Background: an optimization exercise with open tools, aiming at small area, a short achievable clock period and few clock cycles. Do not read the settings as production practice.
Function was not checked in any run shown here: the RTL went through the layout flow alone.
Power is estimated from default activity; no workload was simulated.

## config.mk

```make
export PLATFORM = sky130hd
export DESIGN_NAME = sm1_codec
export DESIGN_NICKNAME = sm1_codec
export VERILOG_FILES = /design/flow/design.v
export SDC_FILE = /design/flow/constraint.sdc
export NUM_CORES = 4
export LEC_CHECK = 0
export CAP_MARGIN = 20
export CORE_MARGIN = 2
export CORE_UTILIZATION = 40
export SETUP_SLACK_MARGIN = 5
export SLEW_MARGIN = 20
```

## constraint.sdc

```tcl
create_clock -name core_clock -period 10.0 [get_ports {clk}]
set_input_delay 2.0000 -clock core_clock [delete_from_list [all_inputs] [get_ports {clk}]]
set_output_delay 2.0000 -clock core_clock [all_outputs]
set_load 0.01 [all_outputs]
```

## design.v

```verilog
module sm1_frame_decode (
    input  wire [7:0]  f1, f2, f3, f4, f5, f6, f7,
    input  wire [1:0]  rt,        
    input  wire        ch,
    input  wire        ver,
    input  wire [2:0]  k,
    output reg  [31:0] w
);
    wire [15:0] r23 = {f2, f3};
    wire [15:0] r45 = {f4, f5};
    wire [15:0] r67 = {f6, f7};
    always @(*) begin
        w = 32'd0;
        case (rt)
        2'd1: case (k)
            3'd0:    w = {4'h1, ch, ver, f1[1:0], f1, r23};
            3'd1:    w = ver ? {16'd0, r23} : {{16{r23[15]}}, r23};
            default: w = {24'd0, f4};
            endcase
        2'd2: case (k)
            3'd0:    w = {4'h2, ch, ver, f1[0], 1'b0, f1, r23};
            3'd1:    w = ver ? {{17{~r23[15]}}, r23[14:0]} : {{16{r23[15]}}, r23};
            default: w = {24'd0, f4};
            endcase
        default: case (k)
            3'd0:    w = {4'h3, ch, ver, ver, (ver ? f1[2:1] : 2'd0), f1[0], 14'd0, f1};
            3'd1:    w = {{16{r23[15]}}, r23};
            3'd2:    w = {{16{r45[15]}}, r45};
            3'd3:    w = ver ? {{17{~r67[15]}}, r67[14:0]} : {{24{f6[7]}}, f6};
            default: w = ver ? {16'd0, r67} : {24'd0, f6};
            endcase
        endcase
    end
endmodule
module sm1_frame_encode (
    input  wire [31:0] x,         
    input  wire        wide,      
    output wire        fits,
    input  wire [7:0]  f1, f2, f3, f4, f5, f6, f7, cks,
    input  wire        ver,
    input  wire [1:0]  k,         
    output reg  [31:0] w
);
    assign fits = wide ? ((x[31:15] == 17'h00000) || (x[31:15] == 17'h1FFFF))
                       : ((x[31:7]  == 25'h0000000) || (x[31:7]  == 25'h1FFFFFF));
    always @(*) begin
        case (k)
            2'd1:    w = {8'h02, f1, f2, f3};
            2'd2:    w = ver ? {f4, f5, f6, f7} : {f4, f5, f6, cks};
            default: w = ver ? {cks, 8'h03, 16'd0} : {8'h03, 24'd0};
        endcase
    end
endmodule
module sm1_codec (
    input  wire        clk,
    input  wire        rst,           
    input  wire        cmd_valid,
    output wire        cmd_ready,
    input  wire [31:0] cmd_data,
    input  wire        cmd_last,
    input  wire [31:0] ts_in,         
    output wire        rsp_valid,
    input  wire        rsp_ready,
    output wire [31:0] rsp_data,
    output wire        rsp_last
);
    localparam G_DEC = 2'd0, G_STATS = 2'd1, G_FRAME = 2'd2;
    reg        cfg_ver, cfg_cken, cfg_rxdir;
    reg        lt7, lt9, lt10;        
    reg [63:0] s0, s1;                
    reg [3:0]  len0, len1;
    reg [7:0]  wsum0, wsum1;
    reg [31:0] ok0, ok1, ckf0, ckf1, mal0, mal1, lts0, lts1;
    reg        seen0, seen1;
    reg        cv, cc;                
    reg        c_feed, c_dec, c_enc, c_rsta, c_rsts, c_rdst, c_wrcfg, c_rdcfg, c_badop;
    reg        c_mid, c_resx;         
    reg        c_ch, c_b26, c_b25;
    reg [7:0]  c_lo;
    reg        c_b02, c_b03;          
    reg [31:0] c_ts;
    reg [6:0]  c_cnt;                 
    reg        c_badlen;
    reg [63:0] opr;                   
    reg        fl1, fl2, fl3, fl4;    
    reg [7:0]  osa, osr;              
    reg        cst;                   
    reg        gbusy;
    reg [2:0]  gk, glast;
    reg [1:0]  gtype, x_rt;
    reg        x_ch, x_ver, x_opr;
    reg [31:0] w0r;
    reg        q0v, q1v, q0l, q1l;
    reg [31:0] q0d, q1d;
    reg        pend_v;                
    reg        rdy;
    assign cmd_ready = rdy;
    assign rsp_valid = q0v;
    assign rsp_data  = q0d;
    assign rsp_last  = q0l;
    function [7:0] add8(input [7:0] a, input [7:0] b);
        reg [7:0] g, p, gg, pp, g2, p2;
        integer i;
        begin
            g = a & b; p = a ^ b;
            gg = g; pp = p;
            for (i = 1; i < 8; i = i + 1) begin
                g2[i] = gg[i] | (pp[i] & gg[i-1]); p2[i] = pp[i] & pp[i-1];
            end
            g2[0] = gg[0]; p2[0] = pp[0];
            gg = g2; pp = p2;
            for (i = 2; i < 8; i = i + 1) begin
                g2[i] = gg[i] | (pp[i] & gg[i-2]); p2[i] = pp[i] & pp[i-2];
            end
            gg = g2; pp = p2;
            for (i = 4; i < 8; i = i + 1) begin
                g2[i] = gg[i] | (pp[i] & gg[i-4]); p2[i] = pp[i] & pp[i-4];
            end
            gg = g2;
            add8 = p ^ {gg[6:0], 1'b0};
        end
    endfunction
    function [15:0] csa(input [7:0] a, input [7:0] b, input [7:0] c);
        reg [7:0] t;
        begin
            t = (a & b) | (a & c) | (b & c);
            csa = {t[6:0], 1'b0, a ^ b ^ c};
        end
    endfunction
    function [31:0] sat_inc(input [31:0] x);
        reg [31:0] a, b;
        integer i, d;
        begin
            a = x;                        
            for (d = 1; d < 32; d = d * 2) begin
                b = a;
                for (i = d; i < 32; i = i + 1) b[i] = a[i] & a[i-d];
                a = b;
            end
            sat_inc = (x ^ {a[30:0], 1'b1}) | {32{a[31]}};
        end
    endfunction
    wire gpush  = gbusy && !q1v;
    wire g_last = (gk == glast);
    wire pop    = q0v && rsp_ready;
    wire c_opr  = c_dec || c_enc;
    reg  sclr;                                  
    wire exec   = cv && cc && (!gbusy || (gpush && g_last)) && (!c_dec || c_b26 || cst) && !sclr;
    wire direct = exec && !gbusy && !q1v;       
    wire push   = gpush || direct;
    wire       is_hdr   = !cv || cc;
    wire       ld_hdr   = rdy && is_hdr;      
    wire       ld_opd   = rdy && !is_hdr;
    wire       take     = cmd_valid && rdy;
    wire       take_hdr = take && is_hdr;
    wire       take_opd = take && !is_hdr;
    wire [3:0] i_op     = cmd_data[31:28];
    reg  [11:0] i_mask;               
    always @(*) begin
        case (i_op)
            4'h1:                   i_mask = 12'h700;
            4'h2:                   i_mask = 12'h900;
            4'h3:                   i_mask = 12'hDF8;
            4'h4, 4'h5, 4'h6, 4'h7: i_mask = 12'h7FF;
            4'h8:                   i_mask = 12'hFF8;
            4'h9:                   i_mask = 12'hFFF;
            default:                i_mask = 12'h000;
        endcase
    end
    wire [7:0] ln0 = cmd_data[31:24], ln1 = cmd_data[23:16],
               ln2 = cmd_data[15:8],  ln3 = cmd_data[7:0];
    wire       i_fits;
    wire [7:0] b1 = c_b25 ? {5'd0, c_lo[2:1], c_lo[0]} : {7'd0, c_lo[0]};
    wire [23:0] fve = c_opr ? opr[23:0] : (c_ch ? s1[23:0] : s0[23:0]);
    wire [7:0]  e1 = fve[7:0],   e2 = fve[15:8],  e3 = fve[23:16];
    wire [63:0] fvg = x_opr ? opr : (x_ch ? s1 : s0);
    wire [7:0]  g1 = fvg[7:0],   g2 = fvg[15:8],  g3 = fvg[23:16], g4 = fvg[31:24],
                g5 = fvg[39:32], g6 = fvg[47:40], g7 = fvg[55:48];
    wire       c_res   = c_mid || c_resx;
    wire       illegal = c_badop || c_res || c_badlen;
    wire [3:0] ill_why = c_badop ? 4'd1 : (c_res ? 4'd2 : 4'd3);
    wire       e_ver = c_dec ? c_b25 : cfg_ver;
    wire       e_dir = c_dec ? c_b26 : cfg_rxdir;
    wire       e_ch  = c_dec ? 1'b0 : c_ch;
    wire       e_n9  = c_dec ? c_b26 : !lt7;
    wire       e_n10 = c_dec ? (c_b26 & c_b25) : lt10;
    wire [7:0]  top0 = ({8{lt7}} & s0[39:32]) | ({8{lt9}} & s0[55:48]) | ({8{lt10}} & s0[63:56]);
    wire [7:0]  top1 = ({8{lt7}} & s1[39:32]) | ({8{lt9}} & s1[55:48]) | ({8{lt10}} & s1[63:56]);
    wire [7:0] d_cks  = e_n10 ? opr[63:56] : (e_n9 ? opr[55:48] : opr[39:32]);
    wire [7:0] cks_rx = c_dec ? d_cks : (c_ch ? top1 : top0);
    wire [7:0] csum   = c_dec ? osr : (c_ch ? wsum1 : wsum0);
    wire       ck0    = cfg_cken && (wsum0 != top0);
    wire       ck1    = cfg_cken && (wsum1 != top1);
    wire       ckbad  = c_dec ? (cfg_cken && (osr != d_cks)) : (c_ch ? ck1 : ck0);
    wire [1:0] rec_rt = e_dir ? 2'd3 : ((e1[7:3] == 5'd0) ? 2'd1 : 2'd2);
    wire [3:0] lrx  = {lt9 | lt10, lt7, lt7 | lt10, lt7 | lt9};
    wire       ate0 = lt7 ? (len0 == 4'd6) : (lt9 ? (len0 == 4'd8) : (len0 == 4'd9));
    wire       ate1 = lt7 ? (len1 == 4'd6) : (lt9 ? (len1 == 4'd8) : (len1 == 4'd9));
    wire       at_end = c_ch ? ate1 : ate0;
    wire       f_done = at_end && c_b03;      
    wire       f_mal  = at_end && !c_b03;     
    function [3:0] feed_len(input [63:0] sb, input [3:0] ln, input ate);
        reg [3:0] m7, m9, m10;
        integer k;
        begin
            m7 = c_b02 ? 4'd1 : 4'd0;
            for (k = 5; k >= 1; k = k - 1) if (sb[8*(k-1) +: 8] == 8'h02) m7 = 7 - k;
            m9 = c_b02 ? 4'd1 : 4'd0;
            for (k = 7; k >= 1; k = k - 1) if (sb[8*(k-1) +: 8] == 8'h02) m9 = 9 - k;
            m10 = c_b02 ? 4'd1 : 4'd0;
            for (k = 8; k >= 1; k = k - 1) if (sb[8*(k-1) +: 8] == 8'h02) m10 = 10 - k;
            if (ate)
                feed_len = c_b03 ? 4'd0 : (lt7 ? m7 : (lt9 ? m9 : m10));
            else if (ln == 4'd0)
                feed_len = c_b02 ? 4'd1 : 4'd0;
            else
                feed_len = ln + 4'd1;
        end
    endfunction
    wire [3:0] flen0 = feed_len(s0, len0, ate0);
    wire [3:0] flen1 = feed_len(s1, len1, ate1);
    wire [7:0] d_lexp   = !c_b26 ? 8'd7 : (c_b25 ? 8'd10 : 8'd9);
    wire       d_lenbad = (c_lo != d_lexp);
    wire       d_stx    = fl1;
    wire       d_etx    = e_n10 ? fl4 : (e_n9 ? fl3 : fl2);
    wire [1:0] mode  = c_lo[2:1];
    wire [3:0] field = ((!c_b25 && mode != 2'd0) || (c_b25 && mode == 2'd3)) ? 4'd1 :
                       fl1 ? 4'd2 : fl2 ? 4'd3 : fl3 ? 4'd4 : 4'd0;
    wire [31:0] rec_w0;
    sm1_frame_decode u_dec0 (
        .f1(e1), .f2(e2), .f3(e3), .f4(8'd0), .f5(8'd0), .f6(8'd0), .f7(8'd0),
        .rt(rec_rt), .ch(e_ch), .ver(e_ver), .k(3'd0), .w(rec_w0)
    );
    reg [31:0] x_w;
    reg [2:0]  x_n;
    reg [1:0]  x_gt;
    always @(*) begin
        x_w  = 32'd0;
        x_n  = 3'd1;
        x_gt = G_DEC;
        if (illegal) begin
            x_w = {4'hF, 24'd0, ill_why};
        end else if (c_feed) begin
            if (f_done) begin
                if (ckbad) x_w = {4'h4, c_ch, cfg_ver, cfg_rxdir, 9'd0, csum, cks_rx};
                else begin
                    x_w = rec_w0;
                    x_n = cfg_rxdir ? 3'd5 : 3'd3;
                end
            end else if (f_mal) begin
                x_w = {4'h5, c_ch, cfg_ver, cfg_rxdir, 9'd0, 4'd0, lrx, 2'd0, 1'b0, 1'b1, 4'd2};
            end
        end else if (c_dec) begin
            if (d_lenbad)
                x_w = {4'h5, 1'b0, c_b25, c_b26, 9'd0, c_lo, 4'd0, 4'd1};
            else if (d_stx || d_etx)
                x_w = {4'h5, 1'b0, c_b25, c_b26, 9'd0, c_lo, 2'd0, d_stx, d_etx, 4'd2};
            else if (ckbad)
                x_w = {4'h4, 1'b0, c_b25, c_b26, 9'd0, csum, cks_rx};
            else begin
                x_w = rec_w0;
                x_n = c_b26 ? 3'd5 : 3'd3;
            end
        end else if (c_enc) begin
            if (field != 4'd0) x_w = {4'h7, 24'd0, field};
            else begin
                x_w  = {4'h6, 20'd0, (c_b25 ? 8'd10 : 8'd9)};
                x_n  = 3'd4;
                x_gt = G_FRAME;
            end
        end else if (c_rdst) begin
            x_w  = c_ch ? {4'h8, 1'b1, seen1, 22'd0, len1}
                        : {4'h8, 1'b0, seen0, 22'd0, len0};
            x_n  = 3'd5;
            x_gt = G_STATS;
        end else if (c_rdcfg) begin
            x_w = {4'h9, 25'd0, cfg_rxdir, cfg_cken, cfg_ver};
        end
    end
    wire [31:0] dec_w;
    sm1_frame_decode u_dec (
        .f1(g1), .f2(g2), .f3(g3), .f4(g4), .f5(g5), .f6(g6), .f7(g7),
        .rt(x_rt), .ch(x_ch), .ver(x_ver), .k(gk), .w(dec_w)
    );
    wire [31:0] enc_w;
    sm1_frame_encode u_enc (
        .x(cmd_data), .wide(!(c_cnt == 7'd2 && !c_b25)), .fits(i_fits),
        .f1(g1), .f2(g2), .f3(g3), .f4(g4), .f5(g5), .f6(g6), .f7(g7), .cks(osr),
        .ver(x_ver), .k(gk[1:0]), .w(enc_w)
    );
    reg [7:0]  csel;                  
    wire [31:0] cm = ({32{csel[0]}} & ok0) | ({32{csel[1]}} & ckf0) |
                     ({32{csel[2]}} & mal0) | ({32{csel[3]}} & lts0) |
                     ({32{csel[4]}} & ok1) | ({32{csel[5]}} & ckf1) |
                     ({32{csel[6]}} & mal1) | ({32{csel[7]}} & lts1);
    wire [31:0] cinc = sat_inc(cm);
    wire [31:0] g_w = (gk == 3'd0) ? w0r :
                      (gtype == G_STATS) ? cm : ((gtype == G_FRAME) ? enc_w : dec_w);
    wire [31:0] p_w = direct ? x_w : g_w;
    wire        p_l = direct ? (x_n == 3'd1) : g_last;
    wire       cv_n    = take_hdr ? 1'b1 : (exec ? 1'b0 : cv);
    wire       cc_n    = take_hdr ? cmd_last : (cc || (take_opd && cmd_last));
    wire       gbusy_n = exec ? !(direct && x_n == 3'd1) : ((gpush && g_last) ? 1'b0 : gbusy);
    wire [2:0] gk_n    = exec ? {2'd0, direct} : (gpush ? gk + 3'd1 : gk);
    wire [2:0] glast_n = exec ? x_n - 3'd1 : glast;
    wire       x_opr_n = exec ? c_opr : x_opr;
    wire       q1v_n   = q1v ? !pop : (q0v && push && !pop);
    wire       q0v_n   = q1v ? 1'b1 : (push || (q0v && !pop));
    wire       single  = illegal || c_rsta || c_rsts || c_wrcfg || c_rdcfg || (c_feed && !f_done) ||
                         (c_enc && field != 4'd0) || (c_dec && (d_lenbad || d_stx || d_etx));
    wire       gfree_n = exec ? (single && (direct || !q1v_n))
                              : (!gbusy_n || (!q1v_n && gk_n == glast_n));
    wire       cst_n   = !take_hdr && cc;
    wire       cdec_n  = ld_hdr ? (i_op == 4'h2) : c_dec;
    wire       cb26_n  = ld_hdr ? cmd_data[26] : c_b26;
    wire       rdy_n   = !cv_n || (cc_n && gfree_n && (!cdec_n || cb26_n || cst_n) && !(exec && c_wrcfg)) ||
                         (!cc_n && !(gbusy_n && x_opr_n));
    wire legal    = exec && !illegal;
    wire do_feed  = legal && c_feed;
    wire do_rstst = legal && c_rsts;
    wire do_rstas = legal && c_rsta;
    wire do_wrcfg = legal && c_wrcfg;
    wire cfg_chg  = (c_lo[0] != cfg_ver) || (c_lo[2] != cfg_rxdir);
    function [63:0] shift_in(input [63:0] sb);
        shift_in = {c_lo, (lt9 ? c_lo : sb[63:56]), sb[55:48], (lt7 ? c_lo : sb[47:40]), sb[39:8]};
    endfunction
    wire [15:0] wc0  = csa(wsum0, top0, ~s0[7:0]);
    wire [15:0] wc1  = csa(wsum1, top1, ~s1[7:0]);
    wire [7:0]  wsh0 = add8(wc0[7:0], {wc0[15:9], 1'b1});
    wire [7:0]  wsh1 = add8(wc1[7:0], {wc1[15:9], 1'b1});
    wire       o_job = gbusy && (gtype == G_FRAME);
    wire       o_n9  = o_job || c_enc || (c_dec && c_b26);
    wire       o_n10 = o_job ? x_ver : (c_b25 && (c_enc || (c_dec && c_b26)));
    wire [15:0] oca  = csa(opr[7:0], opr[15:8], opr[23:16]);
    wire [15:0] ocb  = csa(osa, opr[31:24], o_n9 ? opr[39:32] : 8'd0);
    wire [15:0] ocb2 = csa(ocb[7:0], ocb[15:8], o_n9 ? opr[47:40] : 8'd0);
    wire [15:0] ocb3 = csa(ocb2[7:0], ocb2[15:8], o_n10 ? opr[55:48] : 8'd0);
    always @(posedge clk) begin
        if (rst) begin
            cv <= 1'b0; cc <= 1'b0; cst <= 1'b0;
            gbusy <= 1'b0;
            q0v <= 1'b0; q1v <= 1'b0;
            pend_v <= 1'b0;
            rdy <= 1'b1;
            x_opr <= 1'b0;
            sclr  <= 1'b1;
            c_dec <= 1'b0; c_enc <= 1'b0;
        end else begin
            cv <= cv_n; cc <= cc_n; cst <= cst_n;
            gbusy <= gbusy_n;
            q0v <= q0v_n; q1v <= q1v_n;
            pend_v <= do_feed && (f_done || f_mal);
            rdy <= rdy_n;
            x_opr <= x_opr_n;
            sclr  <= do_wrcfg && cfg_chg;
            if (ld_hdr) begin
                c_dec <= (i_op == 4'h2);
                c_enc <= (i_op == 4'h3);
            end
        end
    end
    always @(posedge clk) begin
        osa <= add8(oca[7:0], oca[15:8]);
        osr <= add8(ocb3[7:0], ocb3[15:8]);
        if (ld_hdr) begin
            c_feed   <= (i_op == 4'h1);
            c_rsta   <= (i_op == 4'h4) || (i_op == 4'h6);
            c_rsts   <= (i_op == 4'h5) || (i_op == 4'h6);
            c_rdst   <= (i_op == 4'h7);
            c_wrcfg  <= (i_op == 4'h8);
            c_rdcfg  <= (i_op == 4'h9);
            c_badop  <= (i_op == 4'h0) || (i_op >= 4'hA);
            c_mid    <= (cmd_data[23:8] != 16'd0);
            c_ch     <= cmd_data[27];
            c_b26    <= cmd_data[26];
            c_b25    <= cmd_data[25];
            c_resx   <= ({cmd_data[27:24], cmd_data[7:0]} & i_mask) != 12'd0;
            c_lo     <= cmd_data[7:0];
            c_b02    <= (cmd_data[7:0] == 8'h02);
            c_b03    <= (cmd_data[7:0] == 8'h03);
            c_ts     <= ts_in;
            c_cnt    <= 7'd0;
            c_badlen <= (i_op == 4'h3) || (i_op == 4'h2 && cmd_data[7:0] != 8'd0);
        end else if (take_opd) begin
            if (c_cnt != 7'd127) c_cnt <= c_cnt + 7'd1;
            if (c_enc)      c_badlen <= (c_cnt != 7'd2);
            else if (c_dec) c_badlen <= (c_cnt + 7'd1 != {1'b0, c_lo[7:2]} + {6'd0, (c_lo[1:0] != 2'd0)});
            else            c_badlen <= 1'b1;
        end
        if (ld_opd) begin
            case (c_cnt)
            7'd0: begin
                opr[7:0]   <= c_enc ? b1 : ln1;
                opr[15:8]  <= ln2;
                opr[23:16] <= ln3;
                fl1 <= c_enc ? !i_fits : (ln0 != 8'h02);
            end
            7'd1: begin
                opr[31:24] <= c_enc ? ln2 : ln0;
                opr[39:32] <= c_enc ? ln3 : ln1;
                opr[47:40] <= ln2;
                opr[55:48] <= ln3;
                fl2 <= c_enc ? !i_fits : (ln2 != 8'h03);
            end
            7'd2: begin
                if (c_enc) begin
                    opr[47:40] <= c_b25 ? (ln2 ^ 8'h80) : ln3;
                    opr[55:48] <= ln3;
                end
                opr[63:56] <= ln0;
                fl3 <= c_enc ? !i_fits : (ln0 != 8'h03);
                fl4 <= (ln1 != 8'h03);
            end
            default: ;
            endcase
        end
    end
    always @(posedge clk) begin
        if (q1v) begin
            if (pop) begin q0d <= q1d; q0l <= q1l; end
        end else if (push && (!q0v || pop)) begin
            q0d <= p_w; q0l <= p_l;
        end else if (push) begin
            q1d <= p_w; q1l <= p_l;
        end
        gk    <= gk_n;
        glast <= glast_n;
        if (exec) begin
            w0r   <= x_w;
            gtype <= x_gt;
            x_rt  <= rec_rt;
            x_ch  <= e_ch;
            x_ver <= c_enc ? c_b25 : e_ver;
        end
    end
    always @(posedge clk) begin
        if (rst) begin
            cfg_ver   <= 1'b1;
            cfg_cken  <= 1'b1;
            cfg_rxdir <= 1'b0;
            lt7 <= 1'b1; lt9 <= 1'b0; lt10 <= 1'b0;
            len0 <= 4'd0;  len1 <= 4'd0;
            ok0  <= 32'd0; ok1  <= 32'd0;
            ckf0 <= 32'd0; ckf1 <= 32'd0;
            mal0 <= 32'd0; mal1 <= 32'd0;
            lts0 <= 32'd0; lts1 <= 32'd0;
            seen0 <= 1'b0; seen1 <= 1'b0;
        end else begin
            if (pend_v) begin
                if (csel[0]) ok0  <= cinc;
                if (csel[1]) ckf0 <= cinc;
                if (csel[2]) mal0 <= cinc;
                if (csel[4]) ok1  <= cinc;
                if (csel[5]) ckf1 <= cinc;
                if (csel[6]) mal1 <= cinc;
            end
            if (do_feed) begin
                if (c_ch) len1 <= flen1; else len0 <= flen0;
                if (f_done) begin
                    if (c_ch) begin lts1 <= c_ts; seen1 <= 1'b1; end
                    else      begin lts0 <= c_ts; seen0 <= 1'b1; end
                end
            end
            if (do_rstas) begin
                if (c_ch) len1 <= 4'd0; else len0 <= 4'd0;
            end
            if (do_rstst) begin
                if (c_ch) begin
                    ok1 <= 32'd0; ckf1 <= 32'd0; mal1 <= 32'd0;
                    lts1 <= 32'd0; seen1 <= 1'b0;
                end else begin
                    ok0 <= 32'd0; ckf0 <= 32'd0; mal0 <= 32'd0;
                    lts0 <= 32'd0; seen0 <= 1'b0;
                end
            end
            if (do_wrcfg) begin
                if (cfg_chg) begin len0 <= 4'd0; len1 <= 4'd0; end
                cfg_ver   <= c_lo[0];
                cfg_cken  <= c_lo[1];
                cfg_rxdir <= c_lo[2];
                lt7  <= !c_lo[2];
                lt9  <= c_lo[2] && !c_lo[0];
                lt10 <= c_lo[2] && c_lo[0];
            end
        end
        if (sclr) begin
            s0 <= 64'd0; s1 <= 64'd0; wsum0 <= 8'd0; wsum1 <= 8'd0;
        end else if (do_feed && !f_done) begin
            if (c_ch) begin s1 <= shift_in(s1); wsum1 <= wsh1; end
            else      begin s0 <= shift_in(s0); wsum0 <= wsh0; end
        end
        if (do_feed && (f_done || f_mal))
            csel <= 8'd1 << {c_ch, (f_mal ? 2'd2 : (ckbad ? 2'd1 : 2'd0))};
        else
            csel <= 8'd1 << {(exec ? e_ch : x_ch), gk_n[1:0] - 2'd1};
    end
endmodule
```

## run.sh

```bash
#!/bin/bash
# synth_recipe.tcl (not shown) runs the flow's synth.tcl, then flattens the netlist and writes it again
# the make line also repeats each setting of config.mk as NAME=value (left out here)
make -C /OpenROAD-flow-scripts/flow DESIGN_CONFIG=/design/flow/config.mk WORK_HOME=/design/flow/orfs CLKGATE_MAP_FILE= SYNTH_SCRIPT=/design/flow/synth_recipe.tcl finish
```

==> run_results.csv, run 1 <==
group,metric,value,unit
outcome,outcome,"timing/DRC/antenna clean",
global_routing,grt_pass1_wl,206700,um
sta,setup_violations,0,
cells_and_area,fill_cells,8735,
placement,dp.cells,5134,
setup_path,reg2regPathDepth,20,
setup_path,critPathKind,"reg2reg",
global_routing,grt_max_degree,91,
drt,drt-initial-drc-count,4565,
synthesis,synth_async_sr_flop_share,0,%
global_routing,grt_pass1_vias,29796,
cells_and_area,layout.cells.non_filler,5280,
power,irDropWorstVdd,130.2,uV
global_routing,grt_overflow,0,
synthesis,syn_nets,4280,
worst_hold_path,holdPathStages,2,
synthesis,synth-seq-area-share,43.96,%
synthesis,synth_top_family_by_area,"compound AO/OA/AOI/OAI gates",
setup_path,path_max_fanout,16,
drt,routed_via_density,6.170,
synthesis,synth_cells,4105,
sta,slew_viol_final,0,
synthesis,ys.warnings.count,3,
floorplanning,die_w,306.6,um
power,pwr-share-comb,17.4,%
power,leakage,14.71,nW
clock_tree,cts_inserted_buffers,79,
sta,fin_crit_sh,47.27,%
worst_hold_path,hp-start,"mal1[31]",
clock_tree,clkLatencyLatePin,0.67,ns
synthesis,synth_edf_count,225,
floorplanning,initial_core_util,40.51,%
floorplanning,die_height,306.6,um
setup_path,r2r_start,"gtype[1]",
power,power_frac_seq,42.8,%
cells_and_area,drive_gt1_share,8.530,%
sta,fmax,0.2116,GHz
worst_hold_path,hold_end,"mal1[31]",
placement,port_buffers,103,
synthesis,ys_types,100,
placement,routabilityCongestion,1.034,
cells_and_area,multi_input_area,18830,sq um
power,p_clk_share,39.8,%
synthesis,ys.flop_type,"dfxtp_1",
power,power.internal,5.191,mW
clock_tree,path_clk_slew,0.06,ns
drt,totalWireLength,141600,um
cells_and_area,num-nets-final,4214,
synthesis,ys_ff_latch,692,
synthesis,synthAdderAreaFrac,4.713,%
drt,num_vias,32577,
global_routing,grt_usage,29.46,%
floorplanning,rows,110,
placement,dp.final_hpwl,100400,um
floorplanning,core_area,90420,sq um
sta,hold_slack,0.4557,ns
cells_and_area,final_cell_mix,"nand2_1 (547), dfxtp_1 (461), a21oi_1 (412)",
sta,slew_headroom,22.90,%
clock_tree,clk_path_buf_depth,3,
worst_hold_path,worstHoldPathType,"reg2reg",
clock_tree,hold_buffers,0,
drt,drc,0,
global_routing,antenna_found_initial,4,
drt,postRouteAntennaNets,0,
drt,dr.pass1.iters,9,
setup_path,critPathRequiredTime,10.58,ns
sta,hold_violations,0,
setup_path,endpoint_kind,"flip-flop",
power,p_per_area,181.8,nW/um^2
power,power.switching,2.279,mW
clock_tree,cts_sinks,692,
cells_and_area,postLayoutCellArea,41080,sq um
placement,dpl_cell_area,38410,sq um
synthesis,avgSynthCellArea,8.924,sq um
clock_tree,cts_tree,"yes",
sta,rsz0062_at_grt,"no",
cells_and_area,final_common_cell,"nand2_1",
clock_tree,htreeDepth,3,
synthesis,synth_compound_gate_area_share,23.33,%
drt,wl_per_cell,26.81,um
synthesis,yosys.area_share.simple,15.24,%
setup_path,cp-start-kind,"flip-flop",
sta,clock_skew,0.03835,ns
cells_and_area,regArea,16120,sq um
sta,tightest_slew,1.146,ns
sta,period_needed,4.727,ns
floorplanning,num_io_pins,104,
cells_and_area,syn2layout_area_growth,12.14,%
floorplanning,die_area,94020,sq um
synthesis,syn-cell-area,36630,sq um
sta,setup_tns,0,ns
synthesis,yosys.area_share.xor_xnor,2.630,%
flow_run,maxCapViolCount,0,
setup_path,critPathArrivalTime,5.30,ns
synthesis,synthMuxAreaShare,5.144,%
setup_path,r2r_setup_slack,5.27,ns
power,swShare,30.50,%
setup_path,worst_r2r_endpoint,"osr[7]",
clock_tree,root_buffer,"clkbuf_16",
## flip-flops by register name, indices dropped and copies added, names as in the netlist, 4 cells and up, named ones only
signal,flops
c_cnt,7
len1,4
w0r,32
c_ts,32
ok0,32
c_lo,8
wsum0,8
mal0,32
s1,64
ckf1,32
len0,4
mal1,32
osa,8
csel,8
q1d,32
q0d,32
wsum1,8
opr,64
ok1,32
ckf0,32
osr,8
lts1,31
s0,64
## critical path: stages, from the launching register on
cell,delay (ns)
edfxtp_1,0.56
inv_1,0.31
nor2_1,0.07
buf_4,0.22
nand2_1,0.12
nand3_2,0.31
and2_1,0.31
fa_1,0.35
inv_1,0.08
fa_1,0.44
fa_1,0.50
inv_1,0.05
ha_1,0.19
inv_1,0.08
fa_1,0.21
inv_1,0.05
a21o_1,0.16
a21oi_1,0.22
o21bai_1,0.09
a21oi_1,0.17
xnor2_1,0.14
## cell families (layout without fill, tap and decap cells)
family / after synthesis / in the layout
AO/OA/AOI/OAI: 1361 / 1361
adder cells (fa/ha/maj): 113 / 113
flip-flops: 692 / 692
other: 0 / 1
buffers and inverters: 437 / 435
AND/OR/NAND/NOR: 1212 / 1212
XOR/XNOR: 110 / 110
multiplexers: 180 / 180
## power groups by stage
| stage | clock network (mW) | logic, mW | registers, mW |
|---|---|---|---|
| detailed placement | 0 | 1.27 | 3.25 |
| CTS | 3.01 | 1.28 | 3.19 |
| global placement | 0 | 1.27 | 3.25 |
| finish | 2.97 | 1.30 | 3.20 |
| global route | 3.13 | 1.40 | 3.20 |
| floorplan | 0 | 0.908 | 3.14 |
## synth_stat cells (20+ instances only)
| cell type | n | area share, % |
|---|---|---|
| nand2_1 | 550 | 5.6 |
| dfxtp_1 | 467 | 26 |
| a21oi_1 | 414 | 5.7 |
| o21ai_0 | 295 | 4.0 |
| nor2_1 | 286 | 2.9 |
| edfxtp_1 | 225 | 18 |
| clkbuf_1 | 220 | 2.3 |
| a22oi_1 | 181 | 3.7 |
| mux2i_1 | 120 | 3.3 |
| inv_1 | 115 | 1.2 |
| a31oi_1 | 92 | 1.6 |
| o211ai_1 | 76 | 1.6 |
| a211oi_1 | 75 | 1.5 |
| xnor2_1 | 71 | 1.7 |
| ha_1 | 62 | 2.1 |
| mux2_2 | 58 | 1.8 |
| nand3_1 | 54 | 0.74 |
| nand4_1 | 47 | 0.80 |
| buf_2 | 44 | 0.60 |
| fa_1 | 44 | 2.4 |
| and2_1 | 42 | 0.72 |
| nor3_1 | 39 | 0.53 |
| xor2_1 | 39 | 0.93 |
| o22ai_1 | 31 | 0.53 |
| nor4_1 | 29 | 0.50 |
| nand2b_1 | 28 | 0.48 |
| buf_1 | 26 | 0.27 |
| a21o_1 | 25 | 0.51 |
| or3_1 | 21 | 0.36 |
| buf_4 | 20 | 0.41 |
| nor2b_1 | 20 | 0.34 |
| o31ai_1 | 20 | 0.41 |
## final cells by class
class                           instances  area share [%]
Sequential cell                       692           39.23
Timing Repair Buffer                  170           3.789
Tap cell                             1176           3.582
Inverter                              120           1.096
Clock buffer                          108           5.498
Antenna cell                            1        0.006092
Multi-Input combinational cell       2976           45.84
Clock inverter                         37          0.9594
## what timing repair did
action | 4_1_cts | 5_1_grt
gates resized for setup | 0 | 1
buffers inserted | 0 | 0
setup endpoints to repair | 0 | 2
## through the flow
stage | total power, mW | worst slack [ns] | util (%)
after global routing | 7.727 | 5.026 | 45.43
after floorplan | 4.050 | 5.057 | -
after CTS | 7.480 | 5.137 | 45.41
after global placement | 4.517 | 5.172 | 42.43
after detailed placement | 4.523 | 5.186 | 42.48
final | 7.470 | 5.273 | 45.43
## how the worst max path moves through the flow
stage	start	to	slack [ns]	cells after the start
final	gtype[1]	osr[7]	5.27	20
after detailed placement	gtype[1]	osr[7]	5.19	20
after CTS	gtype[1]	osr[7]	5.14	20
after global placement	gtype[1]	osr[7]	5.17	20
after floorplan	rsp_ready	q1d[0]	5.06	2
after global routing	lt7	rdy	5.03	17
## routing by layer
metal,vias up,track usage (%),part of all wire [%]
met1,15865,43.54,44
met2,1664,42.71,42
met3,233,5.169,10
met4,0,10.82,3.9
li1,14815,-,-
met5,-,0,0
==> inputs of run 2 (changes only) <==
--- a/config.mk
+++ b/config.mk
@@ -9,3 +9,3 @@
 export CORE_MARGIN = 2
-export CORE_UTILIZATION = 40
+export CORE_UTILIZATION = 60
 export SETUP_SLACK_MARGIN = 5
==> run 2 against run 1 <==
Clock power barely moved. Setup slack got worse by 0.11 ns. Maximum frequency fell by 2.3%. Total power rose by 1.2%. Critical path depth fell by 1. Core utilization rose by 22 points. First-iteration DRC count rose by 35%. Global-route usage rose by 18 points. Wire length rose by 8.1%. Clock skew rose by 0.0050 ns. Highest routed layer is now met5.
==> run_results.csv, run 2 <==
group,metric,value,unit
cells_and_area,regArea,16120,sq um
clock_tree,cts_sinks,692,
global_routing,grt_pass1_wl,221300,um
synthesis,synth_edf_count,225,
drt,postRouteAntennaNets,0,
power,irDropWorstVdd,175.5,uV
placement,dpl_cell_area,37920,sq um
cells_and_area,final_cell_mix,"nand2_1 (547), dfxtp_1 (461), a21oi_1 (412)",
floorplanning,initial_core_util,60.69,%
floorplanning,core_area,60360,sq um
synthesis,ys.flop_type,"dfxtp_1",
sta,clock_skew,0.04338,ns
placement,port_buffers,103,
global_routing,antenna_found_initial,8,
outcome,outcome,"timing/DRC/antenna clean",
cells_and_area,final_core_util,67.32,%
floorplanning,die_area,63050,sq um
drt,drc,0,
synthesis,yosys.cell_count.top_type,"nand2_1",
drt,dr.pass1.iters,10,
drt,drt-initial-drc-count,6157,
clock_tree,cts_tree,"yes",
synthesis,synthTopCellsByArea,"dfxtp_1 (26%), edfxtp_1 (18%), a21oi_1 (5.7%)",
drt,num_vias,35402,
power,leakage,14.70,nW
synthesis,synth_async_sr_flop_share,0,%
floorplanning,die_height,251.1,um
sta,setup_tns,0,ns
setup_path,cp-start-kind,"flip-flop",
synthesis,avgSynthCellArea,8.924,sq um
sta,period_needed,4.840,ns
flow_run,maxCapViolCount,0,
sta,slew_headroom,18.02,%
drt,wl_per_cell,31.30,um
sta,rsz0062_at_grt,"yes",
placement,routabilityCongestion,1.095,
setup_path,path_cells,"clkinvlp_4 -> nor2_1 -> buf_4 -> nand2_1 -> nand3_4 -> nand2_1 -> fa_1 -> fa_1 -> fa_1 -> inv_1 -> ha_1 -> inv_1 -> fa_1 -> inv_1 -> a21o_1 -> a21oi_1 -> o21bai_1 -> a21oi_1 -> xnor2_1",
setup_path,critPathMaxStageDelay,0.57,ns
setup_path,endpoint_kind,"flip-flop",
cells_and_area,top_regs,"opr x64, s0 x64, s1 x64",
setup_path,cpMaxStageDelayCell,"edfxtp_1",
synthesis,ys_types,100,
clock_tree,path_clk_slew,0.06,ns
power,finalPower,7.563,mW
floorplanning,rows,90,
setup_path,critPathRequiredTime,10.58,ns
sta,tightest_slew,1.217,ns
synthesis,yosys-top-cells-count,"nand2_1 (550), dfxtp_1 (467), a21oi_1 (414)",
sta,fmax,0.2066,GHz
worst_hold_path,worstHoldPathType,"reg2reg",
floorplanning,num_io_pins,104,
cells_and_area,multi_input_area,18840,sq um
synthesis,synth_top_cell_area_share,25.52,%
synthesis,synth_area_leader_cell,"dfxtp_1",
drt,totalWireLength,153000,um
sta,hold_slack,0.4624,ns
sta,hold_violations,0,
drt,routed_via_density,7.241,
synthesis,syn_nets,4280,
global_routing,grt_overflow,0,
global_routing,grt_usage,47.36,%
cells_and_area,fill_cells,4680,
sta,fin_crit_sh,48.40,%
clock_tree,cts_inserted_buffers,76,
placement,dp.cells,4742,
clock_tree,clkLatencyLatePin,0.66,ns
setup_path,path_max_fanout,16,
clock_tree,clk_path_buf_depth,3,
placement,dp.final_hpwl,108400,um
sta,setup_violations,0,
sta,worst_slack,5.160,ns
synthesis,ys_ff_latch,692,
power,p_per_area,186.1,nW/um^2
synthesis,synth_cells,4105,
global_routing,grt_max_degree,91,
cells_and_area,syn2layout_area_growth,10.92,%
setup_path,path_common_cell,"fa_1",
clock_tree,root_buffer,"clkbuf_16",
cells_and_area,num-nets-final,4217,
clock_tree,htreeDepth,3,
synthesis,synth-seq-area-share,43.96,%
setup_path,critPathArrivalTime,5.42,ns
synthesis,syn-cell-area,36630,sq um
cells_and_area,final_common_cell,"nand2_1",
cells_and_area,postLayoutCellArea,40630,sq um
setup_path,critPathKind,"reg2reg",
sta,slew_viol_final,0,
cells_and_area,layout.cells.non_filler,4889,
synthesis,ys.warnings.count,3,
floorplanning,die_w,251.1,um
placement,place_ws,5.084,ns
global_routing,grt_pass1_vias,32796,
cells_and_area,drive_gt1_share,8.599,%
run 2: changes by cell type in the layout (fill, tap and decap cells not counted), sizes merged:
cell      delta
buf          +6
bufinv       +2
inv          -1
clkbuf       -4
clkinvlp     +4
diode        +1
clkinv       -5
run 2: kinds of logic after synthesis:
group | count (synthesis) | share of synthesized area (%)
adders and majority gates | 113 | 4.713
DFF | 692 | 43.96
xor gates and xnor gates | 110 | 2.630
AOI/OAI and AO/OA | 1361 | 23.33
muxes | 180 | 5.144
buffers and inverters | 437 | 4.976
and+or+nand+nor | 1212 | 15.24
run 2: timing repair:
| item | 4_1_cts | 5_1_grt |
|---|---|---|
| buffers inserted | 0 | 4 |
| resized for setup | 0 | 8 |
| hold buffers | 0 | 0 |
| endpoints found under the setup margin | 0 | 4 |
run 2: power by group:
group | switching, mW | total (mW) | internal [mW] | leakage (nW)
logic | 0.915 | 1.36 | 0.440 | 7.53
clock network | 1.24 | 2.97 | 1.73 | 1.29
registers | 0.208 | 3.24 | 3.03 | 5.88
run 2: final cells by class:
cell class              instances  area share, %
flip-flops and latches        692          39.67
well taps                     782          2.408
inverters                     120          1.118
diodes                          2        0.01232
clock inverters                37          1.121
multi-input cells            2976          46.38
clock buffers                 104          5.367
repair buffers                176          3.932
run 2: final timing paths:
kind	to	startpoint	slack (ns)	cells after the start
max	osr[7]	gtype[1]	5.16	19
min	mal0[31]	mal0[31]	0.46	2
max reg2reg	osr[7]	gtype[1]	5.16	19
min reg2reg	mal0[31]	mal0[31]	0.46	2
run 2: metal layers:
layer	part of all wire, %	wire (um)	up-vias	GRT usage, %
li1	-	-	14802	-
met1	36	54990	16847	62.12
met2	42	64190	3034	70.00
met3	14	22140	703	13.51
met4	7.5	11500	16	27.23
met5	0.13	206	-	1.853
run 2: worst max-delay path: cells and delay by family (launching register included):
family	cells	cell delay, ns
compound gates	4	0.67
fa+ha+maj	5	1.87
buf+inv	5	0.72
flops	1	0.57
simple gates	4	0.82
xor+xnor	1	0.13
==> inputs of run 3 (changes only) <==
--- a/design.v
+++ b/design.v
@@ -89,2 +89,4 @@
     reg [2:0]  gk, glast;
+    reg        gl_r, gp_r;            
+    reg        ex_r;                  
     reg [1:0]  gtype, x_rt;
@@ -143,3 +145,3 @@
     wire gpush  = gbusy && !q1v;
-    wire g_last = (gk == glast);
+    wire g_last = gl_r;
     wire pop    = q0v && rsp_ready;
@@ -147,3 +149,3 @@
     reg  sclr;                                  
-    wire exec   = cv && cc && (!gbusy || (gpush && g_last)) && (!c_dec || c_b26 || cst) && !sclr;
+    wire exec   = ex_r;
     wire direct = exec && !gbusy && !q1v;       
@@ -311,3 +313,3 @@
     wire       gfree_n = exec ? (single && (direct || !q1v_n))
-                              : (!gbusy_n || (!q1v_n && gk_n == glast_n));
+                              : (!gbusy_n || (!q1v_n && (gpush ? gp_r : gl_r)));
     wire       cst_n   = !take_hdr && cc;
@@ -315,4 +317,5 @@
     wire       cb26_n  = ld_hdr ? cmd_data[26] : c_b26;
-    wire       rdy_n   = !cv_n || (cc_n && gfree_n && (!cdec_n || cb26_n || cst_n) && !(exec && c_wrcfg)) ||
-                         (!cc_n && !(gbusy_n && x_opr_n));
+    wire       sched_n = cc_n && gfree_n && (!cdec_n || cb26_n || cst_n) && !(exec && c_wrcfg);
+    wire       ex_n    = cv_n && sched_n;
+    wire       rdy_n   = !cv_n || sched_n || (!cc_n && !(gbusy_n && x_opr_n));
     wire legal    = exec && !illegal;
@@ -344,2 +347,3 @@
             rdy <= 1'b1;
+            ex_r <= 1'b0;
             x_opr <= 1'b0;
@@ -353,2 +357,3 @@
             rdy <= rdy_n;
+            ex_r <= ex_n;
             x_opr <= x_opr_n;
@@ -427,2 +432,4 @@
         glast <= glast_n;
+        gl_r  <= (gk_n == glast_n);
+        gp_r  <= (gk_n + 3'd1 == glast_n);
         if (exec) begin
--- a/config.mk
+++ b/config.mk
@@ -9,3 +9,3 @@
 export CORE_MARGIN = 2
-export CORE_UTILIZATION = 60
+export CORE_UTILIZATION = 40
 export SETUP_SLACK_MARGIN = 5
==> run 3 against run 2 <==
Global-route usage shrank 18 points. Non-clock buffer count shrank 7. Core utilization shrank 22 points. Clock power grew 2%. First-iteration DRC count shrank 25%. Setup slack lost 0.032 ns. Hold slack lost 0.0088 ns. Die area grew 49%. Area after synthesis shrank 0.12%. Critical path depth shrank 9. Cell count grew 9.2%. Critical endpoint is now q0d[3].
==> run_results.csv, run 3 <==
group,metric,value,unit
outcome,outcome,"timing/DRC/antenna clean",
cells_and_area,drive_gt1_share,7.519,%
global_routing,grt_overflow,0,
synthesis,synthTopCellsByArea,"dfxtp_1 (26%), edfxtp_1 (18%), nand2_1 (6.5%)",
synthesis,synth_cells,4156,
synthesis,yosys.cell_count.top_type,"nand2_1",
sta,fmax,0.2052,GHz
floorplanning,initial_core_util,40.52,%
drt,routed_via_density,6.119,
drt,postRouteAntennaNets,0,
clock_tree,path_clk_slew,0.06,ns
drt,dr.pass1.iters,7,
synthesis,ys_types,88,
setup_path,endpoint_kind,"flip-flop",
drt,drt-initial-drc-count,4606,
clock_tree,cts_inserted_buffers,80,
drt,num_vias,32682,
cells_and_area,num-nets-final,4273,
setup_path,critPathArrivalTime,5.41,ns
power,irDropWorstVdd,127.6,uV
sta,slew_viol_final,0,
synthesis,syn-cell-area,36590,sq um
clock_tree,cts_tree,"yes",
drt,wl_per_cell,26.23,um
synthesis,synth_top_cell_area_share,25.66,%
floorplanning,rows,110,
placement,dp.final_hpwl,98360,um
clock_tree,hold_buffers,0,
cells_and_area,final_cell_mix,"nand2_1 (629), dfxtp_1 (462), nor2_1 (393)",
global_routing,grt_pass1_vias,30288,
worst_hold_path,hp-start,"lts1[23]",
sta,clock_skew,0.03549,ns
global_routing,grt_usage,29.17,%
floorplanning,die_area,93910,sq um
setup_path,critPathLaunch,"lt7",
clock_tree,cts_resized,0,
flow_run,maxCapViolCount,0,
floorplanning,core_area,90290,sq um
clock_tree,cts_sinks,694,
setup_path,cp-start-kind,"flip-flop",
cells_and_area,top_regs,"opr x64, s0 x64, s1 x64",
sta,worst_slack,5.128,ns
clock_tree,post-cts-setup-buffer-count,0,
cells_and_area,final_core_util,45.57,%
sta,rsz0062_at_grt,"no",
synthesis,ys.flop_type,"dfxtp_1",
sta,tightest_slew,1.195,ns
sta,slew_headroom,19.51,%
sta,hold_violations,0,
worst_hold_path,worstHoldPathType,"reg2reg",
sta,setup_violations,0,
synthesis,synth_area_leader_cell,"dfxtp_1",
setup_path,r2r_start,"lt7",
power,p_per_area,172.6,nW/um^2
placement,place_ws,5.238,ns
sta,hold_slack,0.4536,ns
cells_and_area,fill_cells,8852,
synthesis,syn_nets,4332,
floorplanning,num_io_pins,104,
synthesis,ys.warnings.count,3,
clock_tree,clk_path_buf_depth,3,
placement,port_buffers,103,
synthesis,yosys-top-cells-count,"nand2_1 (634), dfxtp_1 (469), nor2_1 (396)",
cells_and_area,syn2layout_area_growth,12.44,%
sta,period_needed,4.872,ns
synthesis,synth_async_sr_flop_share,0,%
floorplanning,die_w,306.4,um
cells_and_area,final_common_cell,"nand2_1",
global_routing,grt_max_degree,90,
sta,setup_tns,0,ns
floorplanning,die_height,306.4,um
drt,drc,0,
power,finalPower,7.100,mW
synthesis,avgSynthCellArea,8.804,sq um
power,leakage,14.42,nW
synthesis,ys_ff_latch,694,
setup_path,critPathRequiredTime,10.54,ns
clock_tree,root_buffer,"clkbuf_16",
clock_tree,htreeDepth,3,
global_routing,antenna_found_initial,3,
synthesis,synth-seq-area-share,44.13,%
clock_tree,clkLatencyLatePin,0.69,ns
setup_path,path_max_fanout,44,
drt,totalWireLength,140100,um
synthesis,synth_edf_count,225,
setup_path,critPathKind,"reg2reg",
global_routing,grt_pass1_wl,205200,um
sta,fin_crit_sh,48.72,%
placement,routabilityCongestion,1.008,
run 3: layout make-up:
type                       instances  area (sq um)  share of cell area, %
multi-input combinational       3025         18810                  45.71
sequential                       694         16160                  39.28
clock buffer                     114          2276                  5.532
timing repair buffer             169          1523                  3.701
tap                             1176          1471                  3.577
inverter                         127         480.5                  1.168
clock inverter                    34         420.4                  1.022
antenna                            2         5.005                0.01217
run 3: critical path, cell delays in order (launching register included):
cell and delay (ns):
dfxtp_2 0.40, buf_4 0.35, or4b_2 0.73, o22ai_1 0.48
mux2_2 0.40, and3_1 0.32, a21o_1 0.16, and2_1 0.72
o211ai_1 0.45, a32oi_1 0.46, mux2_2 0.22
run 3: worst paths after layout:
path / slack (ns) / cells past startpoint / to
max reg2reg: 5.13 / 10 / q0d[3]
max: 5.13 / 10 / q0d[3]
min reg2reg: 0.45 / 2 / lts1[23]
min: 0.45 / 2 / lts1[23]
run 3: metal layers:
layer	vias to the layer above	global-route usage, %	wire length (um)
li1	14888	-	-
met1	15799	42.88	62090
met2	1733	42.29	59040
met3	260	5.951	14050
met4	2	9.907	4915
met5	-	0	13
run 3: logic make-up after synthesis:
logic type	Yosys count	synth area share, %
AO/OA/AOI/OAI	1226	21.82
multiplexers	197	5.578
adder cells (fa/ha/maj)	109	4.617
XOR/XNOR	106	2.537
AND/OR/NAND/NOR	1387	16.63
buffers and inverters	437	4.695
flip-flops	694	44.13
run 3: through the flow:
stage               std cells  instance area, sq um
global route             5339                 41140
CTS                      5339                 41120
floorplan                4156                 36590
detailed placement       5191                 38430
global placement         5190                 38420
finish                   5341                 41140
run 3: power by group:
part	switching [mW]	internal, mW	leakage, nW	total, mW
Clock	1.27	1.74	1.31	3.02
Combinational	0.583	0.341	7.19	0.924
Sequential	0.143	3.02	5.92	3.16
==> inputs of run 4 (changes only) <==
==> flow/run.sh (new file) <==
#!/bin/bash
set -euo pipefail
bash standard.sh SETUP_SLACK_MARGIN=6 finish > standard.log 2>&1
==> standard.sh (new file) <==
#!/bin/bash
# synth_recipe.tcl (not shown) runs the flow's synth.tcl, then flattens the netlist and writes it again
# the make line also repeats each setting of config.mk as NAME=value (left out here)
make -C /OpenROAD-flow-scripts/flow DESIGN_CONFIG=/design/flow/config.mk WORK_HOME=/design/flow/orfs CLKGATE_MAP_FILE= SYNTH_SCRIPT=/design/flow/synth_recipe.tcl "${@:-finish}"
--- a/config.mk
+++ b/config.mk
@@ -10,3 +10,2 @@
 export CORE_UTILIZATION = 40
-export SETUP_SLACK_MARGIN = 5
 export SLEW_MARGIN = 20
removed: run.sh
==> run 4 against run 3 <==
Hold slack improved by 0.0038 ns. Total power is essentially flat. Sequential share of layout area is 0.52 points lower. Design area grew 1.4%. Die area unchanged. Critical path depth increased by 7. Register-to-register slack gained 0.86 ns. Clock power is 2% lower. Critical endpoint is now osr[7]. Highest routed layer is now met4.
==> run_results.csv, run 4 <==
group,metric,value,unit
outcome,outcome,"timing/DRC/antenna clean",
placement,routabilityCongestion,1.013,
flow_run,maxCapViolCount,0,
synthesis,syn-cell-area,36590,sq um
sta,setup_tns,0,ns
setup_path,r2r_start,"gtype[0]",
synthesis,synth_cells,4156,
synthesis,ys.flop_type,"dfxtp_1",
global_routing,use_met2,43.35,%
global_routing,grt_max_degree,90,
synthesis,synth_async_sr_flop_share,0,%
clock_tree,cts_sinks,694,
synthesis,synthTopCellsByArea,"dfxtp_1 (26%), edfxtp_1 (18%), nand2_1 (6.5%)",
cells_and_area,postLayoutCellArea,41730,sq um
floorplanning,initial_core_util,40.52,%
setup_path,critPathRequiredTime,10.56,ns
global_routing,grt_busiest_layer,"met2",
setup_path,path_max_fanout,10,
cells_and_area,layout.cells.non_filler,5367,
placement,place_ws,5.134,ns
clock_tree,cts_inserted_buffers,81,
clock_tree,clkLatencyLatePin,0.68,ns
sta,fin_crit_sh,40.11,%
global_routing,grt_pass1_wl,207600,um
setup_path,path_cells,"inv_4 -> nand2_4 -> o21ai_4 -> nand2_1 -> fa_1 -> fa_1 -> fa_1 -> inv_1 -> ha_1 -> inv_1 -> fa_1 -> inv_1 -> a21o_1 -> a21oi_1 -> o21bai_1 -> a21oi_1 -> xnor2_1",
setup_path,path_delay_family,"adder cells",
drt,routed_via_density,6.104,
global_routing,antenna_found_initial,1,
synthesis,syn_nets,4332,
synthesis,avgSynthCellArea,8.804,sq um
floorplanning,num_io_pins,104,
cells_and_area,drive_gt1_share,9.067,%
synthesis,ys_types,88,
setup_path,critPathMaxStageDelay,0.52,ns
power,irDropWorstVdd,118.5,uV
cells_and_area,diodes,0,
setup_path,path_common_cell,"fa_1",
clock_tree,htreeDepth,3,
floorplanning,die_height,306.4,um
power,finalPower,7.095,mW
placement,dp.cells,5192,
synthesis,yosys-top-cells-count,"nand2_1 (634), dfxtp_1 (469), nor2_1 (396)",
clock_tree,clk_path_buf_depth,3,
cells_and_area,num-nets-final,4305,
setup_path,reg2regPathDepth,17,
cells_and_area,final_cell_mix,"nand2_1 (628), dfxtp_1 (458), nor2_1 (391)",
sta,worst_slack,5.989,ns
worst_hold_path,hp-start,"lts1[14]",
placement,dp.final_hpwl,98980,um
clock_tree,cts_tree,"yes",
drt,totalWireLength,141400,um
floorplanning,die_area,93910,sq um
setup_path,endpoint_kind,"flip-flop",
drt,drc,0,
synthesis,yosys.cell_count.top_type,"nand2_1",
synthesis,ys_ff_latch,694,
global_routing,grt_pass1_vias,30494,
synthesis,ys.warnings.count,3,
clock_tree,path_clk_slew,0.06,ns
sta,slew_headroom,9.691,%
synthesis,synth_area_leader_cell,"dfxtp_1",
floorplanning,core_area,90290,sq um
sta,setup_violations,0,
floorplanning,rows,110,
cells_and_area,top_regs,"opr x64, s0 x64, s1 x64",
drt,dr.pass1.iters,6,
setup_path,critPathKind,"reg2reg",
drt,drt-initial-drc-count,4344,
cells_and_area,final_common_cell,"nand2_1",
worst_hold_path,holdPathStages,2,
synthesis,synth_top_cell_area_share,25.66,%
clock_tree,root_buffer,"clkbuf_16",
power,leakage,14.65,nW
worst_hold_path,worstHoldPathType,"reg2reg",
setup_path,r2r_setup_slack,5.99,ns
setup_path,cp-start-kind,"flip-flop",
drt,postRouteAntennaNets,0,
sta,rsz0062_at_grt,"yes",
setup_path,cp_num_cells,17,
global_routing,grtUsageMet1,42.88,%
placement,port_buffers,103,
power,p_per_area,170.0,nW/um^2
placement,dpl_cell_area,38450,sq um
global_routing,grt_overflow,0,
synthesis,synth-seq-area-share,44.13,%
global_routing,grt_usage,29.52,%
setup_path,worst_r2r_endpoint,"osr[7]",
cells_and_area,syn2layout_area_growth,14.07,%
drt,wl_per_cell,26.34,um
sta,period_needed,4.011,ns
drt,num_vias,32760,
setup_path,critPathArrivalTime,4.57,ns
sta,hold_violations,0,
sta,clock_skew,0.02612,ns
setup_path,cpMaxStageDelayCell,"fa_1",
floorplanning,die_w,306.4,um
worst_hold_path,hold_end,"lts1[14]",
sta,slew_viol_final,0,
setup_path,path_buf_inv,4,
global_routing,gr-usage-met3,6.097,%
synthesis,synth_edf_count,225,
sta,tightest_slew,1.340,ns
sta,fmax,0.2493,GHz
run 4: cell type report:
type	instances	area, sq um
clock buffers	124	2444
multi-input cells	3025	19060
well taps	1176	1471
fillers	8766	48550
inverters	127	479.2
clock inverters	21	198.9
repair buffers	200	1906
flip-flops and latches	694	16170
run 4: report_power, final:
group | total (mW) | switching, mW | internal [mW]
clock | 2.96 | 1.24 | 1.72
sequential | 3.17 | 0.148 | 3.02
combinational | 0.969 | 0.598 | 0.371
run 4: repair_timing:
item,in CTS,in global routing
endpoints found under the hold margin,0,0
setup buffers,7,21
pin swaps,4,17
hold buffers,0,0
resized for setup,38,47
cloned,2,0
endpoints found under the setup margin,236,267
run 4: worst reg2reg max path: stages (launching register included):
cell      delay (ns)
edfxtp_1        0.46
inv_4           0.16
nand2_4         0.13
o21ai_4         0.28
nand2_1         0.11
fa_1            0.46
fa_1            0.52
fa_1            0.42
inv_1           0.06
ha_1            0.18
inv_1           0.07
fa_1            0.45
inv_1           0.07
a21o_1          0.11
a21oi_1         0.09
o21bai_1        0.13
a21oi_1         0.09
xnor2_1         0.12
run 4: cell families (layout without fill, tap and decap cells):
group / count (synthesis) / count (layout) / share of synthesized area [%]
AOI/OAI and AO/OA: 1226 / 1226 / 21.82
and+or+nand+nor: 1387 / 1387 / 16.63
adders and majority gates: 109 / 109 / 4.617
buffers and inverters: 437 / 472 / 4.695
xor gates and xnor gates: 106 / 106 / 2.537
muxes: 197 / 197 / 5.578
DFF: 694 / 694 / 44.13
run 4: how the worst max path moves through the flow:
stage                     startpoint     end
after floorplan             gtype[0]  osr[7]
after global placement      gtype[1]  osr[7]
after detailed placement    gtype[1]  osr[7]
after CTS                   gtype[1]  osr[7]
after global routing        gtype[0]  osr[7]
final                       gtype[0]  osr[7]
run 4: through the flow:
step / hold slack [ns] / util (%)
floorplan: 0.4313 / -
global placement: 0.4420 / 42.58
detailed placement: 0.4465 / 42.58
CTS: 0.4546 / 45.80
global route: 0.4738 / 46.22
finish: 0.4575 / 46.22
run 4: per-layer routing:
metal | up-vias | wire length [um]
li1 | 14946 | -
met5 | - | 0
met2 | 1675 | 60010
met4 | 0 | 4756
met3 | 259 | 14210
met1 | 15880 | 62410
==> inputs of run 5 (changes only) <==
--- a/design.v
+++ b/design.v
@@ -88,4 +88,4 @@
     reg        gbusy;
-    reg [2:0]  gk, glast;
-    reg        gl_r, gp_r;            
+    reg [2:0]  gk;                    
+    reg [4:0]  grem;                  
     reg        ex_r;                  
@@ -145,3 +145,3 @@
     wire gpush  = gbusy && !q1v;
-    wire g_last = gl_r;
+    wire g_last = grem[0];
     wire pop    = q0v && rsp_ready;
@@ -236,3 +236,3 @@
     reg [31:0] x_w;
-    reg [2:0]  x_n;
+    reg        x3, x4, x5;            
     reg [1:0]  x_gt;
@@ -240,3 +240,3 @@
         x_w  = 32'd0;
-        x_n  = 3'd1;
+        x3 = 1'b0; x4 = 1'b0; x5 = 1'b0;
         x_gt = G_DEC;
@@ -249,3 +249,3 @@
                     x_w = rec_w0;
-                    x_n = cfg_rxdir ? 3'd5 : 3'd3;
+                    x5 = cfg_rxdir; x3 = !cfg_rxdir;
                 end
@@ -263,3 +263,3 @@
                 x_w = rec_w0;
-                x_n = c_b26 ? 3'd5 : 3'd3;
+                x5 = c_b26; x3 = !c_b26;
             end
@@ -269,3 +269,3 @@
                 x_w  = {4'h6, 20'd0, (c_b25 ? 8'd10 : 8'd9)};
-                x_n  = 3'd4;
+                x4 = 1'b1;
                 x_gt = G_FRAME;
@@ -275,3 +275,3 @@
                         : {4'h8, 1'b0, seen0, 22'd0, len0};
-            x_n  = 3'd5;
+            x5 = 1'b1;
             x_gt = G_STATS;
@@ -301,8 +301,10 @@
     wire [31:0] p_w = direct ? x_w : g_w;
-    wire        p_l = direct ? (x_n == 3'd1) : g_last;
+    wire        x1  = !(x3 || x4 || x5);
+    wire        p_l = direct ? x1 : g_last;
     wire       cv_n    = take_hdr ? 1'b1 : (exec ? 1'b0 : cv);
     wire       cc_n    = take_hdr ? cmd_last : (cc || (take_opd && cmd_last));
-    wire       gbusy_n = exec ? !(direct && x_n == 3'd1) : ((gpush && g_last) ? 1'b0 : gbusy);
+    wire       gbusy_n = exec ? !(direct && x1) : ((gpush && g_last) ? 1'b0 : gbusy);
     wire [2:0] gk_n    = exec ? {2'd0, direct} : (gpush ? gk + 3'd1 : gk);
-    wire [2:0] glast_n = exec ? x_n - 3'd1 : glast;
+    wire [4:0] grem_n  = exec ? (direct ? {1'b0, x5, x4, x3, 1'b0} : {x5, x4, x3, 1'b0, x1})
+                              : (gpush ? {1'b0, grem[4:1]} : grem);
     wire       x_opr_n = exec ? c_opr : x_opr;
@@ -313,3 +315,3 @@
     wire       gfree_n = exec ? (single && (direct || !q1v_n))
-                              : (!gbusy_n || (!q1v_n && (gpush ? gp_r : gl_r)));
+                              : (!gbusy_n || (!q1v_n && (gpush ? grem[1] : grem[0])));
     wire       cst_n   = !take_hdr && cc;
@@ -333,5 +335,8 @@
     wire [7:0]  wsh1 = add8(wc1[7:0], {wc1[15:9], 1'b1});
-    wire       o_job = gbusy && (gtype == G_FRAME);
-    wire       o_n9  = o_job || c_enc || (c_dec && c_b26);
-    wire       o_n10 = o_job ? x_ver : (c_b25 && (c_enc || (c_dec && c_b26)));
+    reg        o_n9, o_n10;
+    wire       oj_n  = gbusy_n && (exec ? (x_gt == G_FRAME) : (gtype == G_FRAME));
+    wire       xv_n  = exec ? (c_enc ? c_b25 : e_ver) : x_ver;
+    wire       cenc_n = ld_hdr ? (i_op == 4'h3) : c_enc;
+    wire       cb25_n = ld_hdr ? cmd_data[25] : c_b25;
+    wire       od_n  = cenc_n || (cdec_n && cb26_n);
     wire [15:0] oca  = csa(opr[7:0], opr[15:8], opr[23:16]);
@@ -369,2 +374,4 @@
         osr <= add8(ocb3[7:0], ocb3[15:8]);
+        o_n9  <= oj_n || od_n;
+        o_n10 <= oj_n ? xv_n : (cb25_n && od_n);
         if (ld_hdr) begin
@@ -431,5 +438,3 @@
         gk    <= gk_n;
-        glast <= glast_n;
-        gl_r  <= (gk_n == glast_n);
-        gp_r  <= (gk_n + 3'd1 == glast_n);
+        grem  <= grem_n;
         if (exec) begin
==> run 5 against run 4 <==
Still clean. Setup slack gained 0.072 ns. Clock skew grew 0.0075 ns. Sequential cell count grew 2. Core utilization shrank 0.93 points. Die area grew 0.57%. Combinational power grew 36%. Count of clock-buffer cells in the layout shrank 19. First-iteration DRC count shrank 3.7%. Non-clock buffer count shrank 20. Cell count shrank 0.43%. Critical endpoint is now q0d[0]. Largest cell class unchanged.
==> run_results.csv, run 5 <==
group,metric,value,unit
placement,dp.final_hpwl,99460,um
floorplanning,initial_core_util,40.27,%
sta,slew_viol_final,0,
global_routing,antenna_found_initial,4,
worst_hold_path,holdPathStages,2,
sta,slew_headroom,23.14,%
synthesis,synth_area_leader_cell,"dfxtp_1",
clock_tree,hold_buffers,0,
worst_hold_path,worstHoldPathType,"reg2reg",
global_routing,grt_max_degree,92,
clock_tree,cts_tree,"yes",
global_routing,grt_pass1_vias,29953,
power,p_per_area,179.0,nW/um^2
floorplanning,die_height,307.3,um
setup_path,cpMaxStageDelayCell,"o41ai_1",
synthesis,yosys-top-cells-count,"nand2_1 (596), dfxtp_1 (468), nor2_1 (441)",
sta,setup_violations,0,
setup_path,critPathRequiredTime,10.42,ns
clock_tree,clkLatencyLatePin,0.68,ns
power,leakage,14.50,nW
clock_tree,htreeDepth,3,
cells_and_area,postLayoutCellArea,41390,sq um
sta,setup_tns,0,ns
placement,port_buffers,103,
outcome,outcome,"timing/DRC/antenna clean",
synthesis,synthAdderAreaFrac,4.461,%
placement,place_ws,5.451,ns
synthesis,synth_edf_count,228,
cells_and_area,top_regs,"opr x64, s0 x64, s1 x64",
synthesis,syn_nets,4315,
setup_path,r2r_setup_slack,6.06,ns
synthesis,syn-cell-area,36800,sq um
synthesis,yosys.area_share.xor_xnor,2.166,%
synthesis,synth_top_cell_area_share,25.46,%
setup_path,path_buf_inv,2,
global_routing,grt_usage,29.04,%
cells_and_area,layout.cells.non_filler,5344,
drt,num_vias,32509,
synthesis,synth-seq-area-share,44.07,%
floorplanning,die_area,94440,sq um
setup_path,cp-start-kind,"flip-flop",
clock_tree,clk_path_buf_depth,3,
synthesis,synth_async_sr_flop_share,0,%
power,finalPower,7.411,mW
cells_and_area,final_common_cell,"nand2_1",
sta,hold_slack,0.4537,ns
setup_path,endpoint_kind,"flip-flop",
drt,totalWireLength,140100,um
sta,clock_skew,0.03361,ns
synthesis,yosys.area_share.simple,17.01,%
synthesis,ys.warnings.count,3,
placement,dpl_cell_area,38690,sq um
global_routing,grt_pass1_wl,205400,um
synthesis,synth_compound_gate_area_share,21.94,%
cells_and_area,drive_gt1_share,7.987,%
sta,tightest_slew,1.141,ns
setup_path,critPathKind,"reg2reg",
cells_and_area,syn2layout_area_growth,12.49,%
synthesis,ys.flop_type,"dfxtp_1",
drt,postRouteAntennaNets,0,
setup_path,path_cells,"buf_6 -> buf_6 -> mux2_2 -> mux2i_2 -> or2_2 -> a21oi_1 -> o41ai_1 -> o21ai_0 -> a211o_1 -> o21a_1 -> mux2_2",
floorplanning,num_io_pins,104,
clock_tree,path_clk_slew,0.06,ns
clock_tree,cts_sinks,696,
synthesis,synth_top_family_by_area,"compound AO/OA/AOI/OAI gates",
placement,dp.cells,5192,
flow_run,maxCapViolCount,0,
setup_path,path_max_fanout,33,
setup_path,cp_num_cells,11,
floorplanning,core_area,91390,sq um
sta,fin_crit_sh,39.39,%
synthesis,synthMuxAreaShare,5.569,%
drt,drt-initial-drc-count,4183,
cells_and_area,final_cell_mix,"nand2_1 (594), dfxtp_1 (458), nor2_1 (435)",
floorplanning,rows,111,
drt,drc,0,
global_routing,grt_overflow,0,
floorplanning,die_w,307.3,um
sta,worst_slack,6.061,ns
sta,rsz0062_at_grt,"yes",
clock_tree,cts_inserted_buffers,80,
setup_path,critPathArrivalTime,4.36,ns
cells_and_area,final_core_util,45.30,%
sta,fmax,0.2539,GHz
synthesis,ys_types,100,
synthesis,ys_ff_latch,696,
setup_path,path_delay_family,"compound AO/OA/AOI/OAI gates",
sta,hold_violations,0,
drt,dr.pass1.iters,7,
setup_path,reg2regPathDepth,11,
clock_tree,root_buffer,"clkbuf_16",
power,irDropWorstVdd,138.8,uV
drt,routed_via_density,6.083,
synthesis,synthTopCellsByArea,"dfxtp_1 (25%), edfxtp_1 (19%), nand2_1 (6.1%)",
synthesis,avgSynthCellArea,8.884,sq um
sta,period_needed,3.939,ns
cells_and_area,num-nets-final,4264,
setup_path,critPathMaxStageDelay,0.49,ns
drt,wl_per_cell,26.22,um
placement,routabilityCongestion,1.003,
synthesis,yosys.cell_count.top_type,"nand2_1",
synthesis,synth_cells,4142,
==> run 5: changes by cell type after synthesis, moves of 11 or more <==
cell	change
nand3_1	-17
o22ai_1	-11
o221a_2	-11
a211oi_1	+41
o21ai_0	-88
nand2b_1	+13
a31oi_1	+11
nand2_1	-38
nor2_1	+45
nand4_1	+14
o211ai_1	+33
==> run 5: where the power goes <==
group | leakage [nW] | internal [mW] | switching (mW)
registers | 5.94 | 3.05 | 0.157
logic | 7.33 | 0.465 | 0.855
clock network | 1.23 | 1.62 | 1.26
==> run 5: area by class of cell <==
type	count	area [sq um]
Fill cell	8948	49990
Multi-Input combinational cell	3009	19010
Sequential cell	696	16230
Clock buffer	105	2208
Timing Repair Buffer	180	1664
Tap cell	1186	1484
Inverter	124	465.4
Clock inverter	43	329.1
Antenna cell	1	2.502
==> run 5: worst paths after layout <==
| check | startpoint | end |
|---|---|---|
| worst min-delay path | ok0[30] | ok0[30] |
| worst max-delay path | x_ch | q0d[0] |
| worst min register to register | ok0[30] | ok0[30] |
| worst max register to register | x_ch | q0d[0] |
==> run 5: timing repair <==
item / CTS / global route
resized for setup: 13 / 27
endpoints found under the hold margin: 0 / 0
setup buffers: 2 / 0
pin swaps: 2 / 0
endpoints found under the setup margin: 167 / 121
==> run 5: tightest hold or removal path, cell delays in order, from the launching register on <==
cell and delay [ns]:
dfxtp_1 0.31, nand2_1 0.05, a21oi_1 0.05
==> run 5: per-layer routing <==
metal / share of wire (%) / vias up / wire [um] / GRT usage, %
li1: - / 14922 / - / -
met1: 44 / 15717 / 62080 / 42.10
met2: 42 / 1646 / 58610 / 41.94
met3: 10 / 220 / 14580 / 6.937
met4: 3.5 / 4 / 4853 / 10.07
met5: 0.013 / - / 18 / 0
==> run 5: cell families after synthesis <==
family,count (synthesis)
fa+ha+maj,105
simple gates,1405
compound gates,1211
flops,696
buf+inv,437
mux,197
xor+xnor,91

what the ideal ports hide:
The results above use ideal ports. As a check the final layouts listed here were re-extracted and re-timed, cells and wires unchanged. Step 1: set_driving_cell puts a clkbuf_16 on clk and a buf_2 on each other input, an assumption about the parent block. Step 2 times the ports against the registers' clock, not the clock port: input delays grow and output delays shrink by t, the midpoint of the rising clock arrivals with the driver on. a / b / c = ideal ports / drivers / drivers and shift; a / b = the first two.
run	t, ns	slack for setup (ns)
run 1	0.724	5.273 / 5.273 / 5.273
run 2	0.707	5.160 / 5.160 / 5.160
run 3	0.744	5.128 / 5.128 / 5.128
run 4	0.736	5.989 / 5.989 / 5.589
run 5	0.736	6.061 / 6.061 / 5.563
After both steps setup and hold are still met in every run listed.
